Background: an optimization exercise with open tools, aiming at a short achievable clock period. Do not read the settings as production practice.
At most, simulation tests tie the RTL to the original design; equivalence was not proved.
Power is estimated from default activity; no workload was simulated.

==> flow/design.v (excerpt) <==
module fsv (
    input  wire         clk,
    input  wire         rst,         
    input  wire         op_valid,
    input  wire [11:0]  op_word,
    output reg  [7:0]   acc,
    output wire [151:0] fb,
    output reg  [4:0]   len,
    output reg          ovf,
    output reg          valid,
    output reg  [7:0]   cmd,
    output reg  [7:0]   tid0,
    output reg  [7:0]   tid1,
    output reg  [15:0]  pm25,
    output reg  [15:0]  pm10,
    output reg  [7:0]   fwy,
    output reg  [7:0]   fwm,
    output reg  [7:0]   fwd,
    output reg  [7:0]   rid0,
    output reg  [7:0]   rid1,
    output reg          pmw,
    output reg          fww,
    output reg          idw,
    output reg  [2:0]   err,
    output reg          fatal
);
    localparam [7:0] HEADER    = 8'hAA;
    localparam [7:0] TAIL      = 8'hAB;
    localparam [7:0] TYPE_CMD  = 8'hB4;
    localparam [7:0] TYPE_ACK  = 8'hC5;
    localparam [7:0] TYPE_DATA = 8'hC0;
    localparam [2:0] E_OK        = 3'd0;
    localparam [2:0] E_INVPARAM  = 3'd1;
    localparam [2:0] E_MALFORMED = 3'd3;
    localparam [2:0] E_ILLEGAL   = 3'd4;
    localparam [2:0] E_OVERFLOW  = 3'd5;
    localparam [2:0] E_RESCMD    = 3'd6;
    function [7:0] sel8;
        input       s;
        input [7:0] a;
        input [7:0] b;
        sel8 = ({8{s}} & a) | ({8{~s}} & b);
    endfunction
    reg  [151:0] fb_q;
    wire [7:0]   fbuf [0:18];
    genvar gi;
    generate
        for (gi = 0; gi < 19; gi = gi + 1) begin : g_fb_bytes
            assign fbuf[gi] = fb_q[8*gi +: 8];
        end
    endgenerate
    assign fb = fb_q;
    reg  [19:0] lo;           
    reg  [7:0]  acc_n;        
  ...
export LEC_CHECK = 0
export ABC_CLOCK_PERIOD_IN_PS = 2000
export CAP_MARGIN = 20
export CORE_MARGIN = 2
export CORE_UTILIZATION = 40
export PLACE_DENSITY = 0.6
export SETUP_SLACK_MARGIN = 4.6
export SLEW_MARGIN = 20
create_clock -name core_clock -period 7.0 [get_ports {clk}]
run.sh (not shown) runs the stock make flow with config.mk's settings and CLKGATE_MAP_FILE= SYNTH_SCRIPT=/design/flow/synth_recipe.tcl, a recipe that flattens the netlist after the stock synthesis.
Next try:
--- a/flow/design.v
+++ b/flow/design.v
@@ -183,26 +183,18 @@
                 4'h4: err <= full ? E_OVERFLOW : E_OK;
                 4'hA: err <= !iz ? E_ILLEGAL :
                              !cmd_legal ? E_RESCMD :
                              !len_le12 ? E_INVPARAM : E_OK;
                 4'hB, 4'hC, 4'hD: err <= !iz ? E_ILLEGAL :
                                          rok ? E_OK : E_MALFORMED;
                 default: err <= E_ILLEGAL;
             endcase
         end
     end
     generate
         for (gi = 0; gi < 19; gi = gi + 1) begin : g_fb_cells
-            wire occ = ~|lo[gi:0];            
-            wire [7:0] held;
-            if (gi < 12) begin : g_low
-                assign held = sel8(b_ok, frame[gi], fb_q[8*gi +: 8]);
-            end else begin : g_high
-                assign held = fb_q[8*gi +: 8];
-            end
             always @(posedge clk)
-                fb_q[8*gi +: 8] <= rst ? 8'h00 :
-                                   sel8(d_push && lo[gi], imm,
-                                        sel8(occ, held, frame[gi]));
+                fb_q[8*gi +: 8] <= b_ok ? frame[gi] :
+                                   sel8(d_push && lo[gi], imm, fb_q[8*gi +: 8]);
         end
     endgenerate
 endmodule
What happened: The new run produced a clean layout. Clock-buffer cell count rises by 4. Design area shrinks by 18%. Clock power came out lower by 12%. Worst setup slack gets worse by 0.34 ns. Cell count goes down by 15%. Routed wire length drops by 25%. Global-route usage drops by 6.5 points. Maximum frequency came out lower by 10%. Die area goes down by 2.3%. Critical path depth is higher by 5. Synthesized area falls by 2.4%. Register-to-register slack is worse by 0.33 ns.
No functional check of the RTL was part of the second run of this note.

========
the previous run:
fsv, a different RTL version from the one above (not shown whole).
Size: about 2100 cells after synthesis.
==> flow/config.mk <==
export PLATFORM = sky130hd
export DESIGN_NAME = fsv
export DESIGN_NICKNAME = fsv
export VERILOG_FILES = /design/flow/design.v
export SDC_FILE = /design/flow/constraint.sdc
export NUM_CORES = 4
export LEC_CHECK = 0
export ABC_CLOCK_PERIOD_IN_PS = 300
export CAP_MARGIN = 20
export CORE_MARGIN = 2
export CORE_UTILIZATION = 40
export PLACE_DENSITY = 0.6
export SETUP_SLACK_MARGIN = 4.6
export SLEW_MARGIN = 20
export SYNTH_HIERARCHICAL = 1
export SYNTH_MINIMUM_KEEP_SIZE = 0
==> flow/constraint.sdc <==
create_clock -name core_clock -period 7.0 [get_ports {clk}]
set_input_delay 1.4000 -clock core_clock [delete_from_list [all_inputs] [get_ports {clk}]]
set_output_delay 1.4000 -clock core_clock [all_outputs]
set_load 0.01 [all_outputs]
### the previous run -> the current run
-- flow/design.v --
<<< the previous run, line 127
    fsv_and2b u_flb (.an(nhl[10]), .b(vzc[7]),   .y(fl_bcmd));
    fsv_and2b u_fls (.an(nhl[7]),  .b(op_valid), .y(fl_setcmd));
    wire [1:0] sm_push, sm_fclr;
    wire       sm_setcmd, sm_setid0, sm_setid1, ac_csclr, ac_csadd;
    fsv_and2b u_smp0 (.an(nhl[4]),  .b(op_valid), .y(sm_push[0]));
    fsv_and2b u_smp1 (.an(nhl[4]),  .b(op_valid), .y(sm_push[1]));
    fsv_and2b u_smf0 (.an(nhl[3]),  .b(vzc[4]),   .y(sm_fclr[0]));
    fsv_and2b u_smf1 (.an(nhl[3]),  .b(vzc[2]),   .y(sm_fclr[1]));
    fsv_and2b u_sms  (.an(nhl[7]),  .b(op_valid), .y(sm_setcmd));
    fsv_and2b u_sm8  (.an(nhl[8]),  .b(op_valid), .y(sm_setid0));
    fsv_and2b u_sm9  (.an(nhl[9]),  .b(op_valid), .y(sm_setid1));
    fsv_and2b u_acc  (.an(nhl[1]),  .b(vzc[3]),   .y(ac_csclr));
    fsv_and2b u_aca  (.an(nhl[2]),  .b(op_valid), .y(ac_csadd));
    wire d_csclr  = dz[1];
    wire d_csadd  = dv[2];
>>> the current run, line 127
    fsv_and2b u_flb (.an(nhl[10]), .b(vzc[7]),   .y(fl_bcmd));
    fsv_and2b u_fls (.an(nhl[7]),  .b(op_valid), .y(fl_setcmd));
    wire d_csclr  = dz[1];
    wire d_csadd  = dv[2];
<<< the previous run, line 185
    wire clr    = rst || d_fclr;
    wire [7:0] acc_nx  = rst ? 8'h00 :
                         ac_csclr ? 8'h00 :
                         sel8(ac_csadd, acc_i + imm, acc_i);
    wire l_clr  = rst || ln_fclr;
    wire l_pok  = ln_push && !full;
>>> the current run, line 174
    wire clr    = rst || d_fclr;
    wire [7:0] acc_nx  = rst ? 8'h00 :
                         d_csclr ? 8'h00 :
                         sel8(d_csadd, acc_i + imm, acc_i);
    wire l_clr  = rst || ln_fclr;
    wire l_pok  = ln_push && !full;
<<< the previous run, line 207
    wire [7:0] tid1_nx = rst ? 8'hFF : sel8(d_setid1, imm, tid1_i);
    wire [7:0] s_add    = s_all + imm;
    wire [7:0] s_all_nx = (rst || sm_fclr[0]) ? 8'h00 : sel8(sm_push[0], s_add, s_all);
    wire [7:0] q_nx     = rst ? 8'h00 :
                          sm_fclr[1] ? cmd_i :
                          sm_push[1] ? q + imm :
                          sel8(sm_setcmd, s_add, q);
    wire [7:0] p_nx     = rst ? 8'hFE :
                          sm_setid0 ? tid1_i + imm :
                          sel8(sm_setid1, tid0_i + imm, p);
    always @(posedge clk) begin
        acc    <= acc_nx;
>>> the current run, line 196
    wire [7:0] tid1_nx = rst ? 8'hFF : sel8(d_setid1, imm, tid1_i);
    wire [7:0] s_add    = s_all + imm;
    wire [7:0] s_all_nx = clr ? 8'h00 : sel8(d_push, s_add, s_all);
    wire [7:0] q_nx     = rst ? 8'h00 :
                          d_fclr ? cmd_i :
                          d_push ? q + imm :
                          sel8(d_setcmd, s_add, q);
    wire [7:0] p_nx     = rst ? 8'hFE :
                          d_setid0 ? tid1_i + imm :
                          sel8(d_setid1, tid0_i + imm, p);
    always @(posedge clk) begin
        acc    <= acc_nx;
### Flow results
- The current run completed every stage of the flow, and the final layout passed the timing, design-rule and antenna checks.
- When the current run is measured against the previous run, its critical path depth turns out 2 higher.
- Looking at final instance area across both flows, the current run is the stronger of the two, with the previous run trailing.
- The previous run → the current run: post-layout utilization of the core shows an increase of 0.60 points; via count shows a reduction of about 0.6%; power share of the combinational group shows a reduction of 0.6 points; final non-filler cell total shows a reduction of 37; initial antenna violation count shows a reduction of 2.
- [compare] base=the previous run new=the current run: die outline width fell 0.34%; final cycle utilization of the critical path was more or less identical; sequential share of layout area grew by 0.25 points.
- Relative to the previous run, the total power consumption of the routed design of the current run is higher by 1.8%.
- Taking the previous run as the reference, in the current run global-route usage held; remaining antenna violation count ~0 delta.
Function was not checked in any run of this note: the RTL went through the layout flow alone.

==> static timing again, ports no longer ideal <==
In the flow no input, the clock included, has a driving cell. The finished layouts below were timed again as built, in two steps.
Step 1 assumes that a clkbuf_16 drives the clock port and a buf_2 every other input.
Step 2, shift: input delay + t, output delay - t, t = (earliest + latest rising clock arrival at the registers) / 2. This alone moves slack from input paths to output paths.
a / b / c = ideal / step 1 / step 2; a / b = the first two.
| run | shift t [ns] | setup WS [ns] | pins driven straight from the clock port |
|---|---|---|---|
| the first run of note 1 | 0.635 | 4.052 / 4.066 / 3.431 | 1 |
| the second run of note 1 | 0.622 | 3.709 / 3.730 / 3.108 | 1 |
| the previous run | 0.655 | 4.268 / 4.281 / 3.626 | 1 |
| the current run | 0.643 | 4.272 / 4.270 / 3.627 | 1 |
After both steps setup and hold are still met in every run listed. For the current run, which loses most, drivers alone change the setup slack by -0.002 ns; drivers and shift together by -0.645 ns.
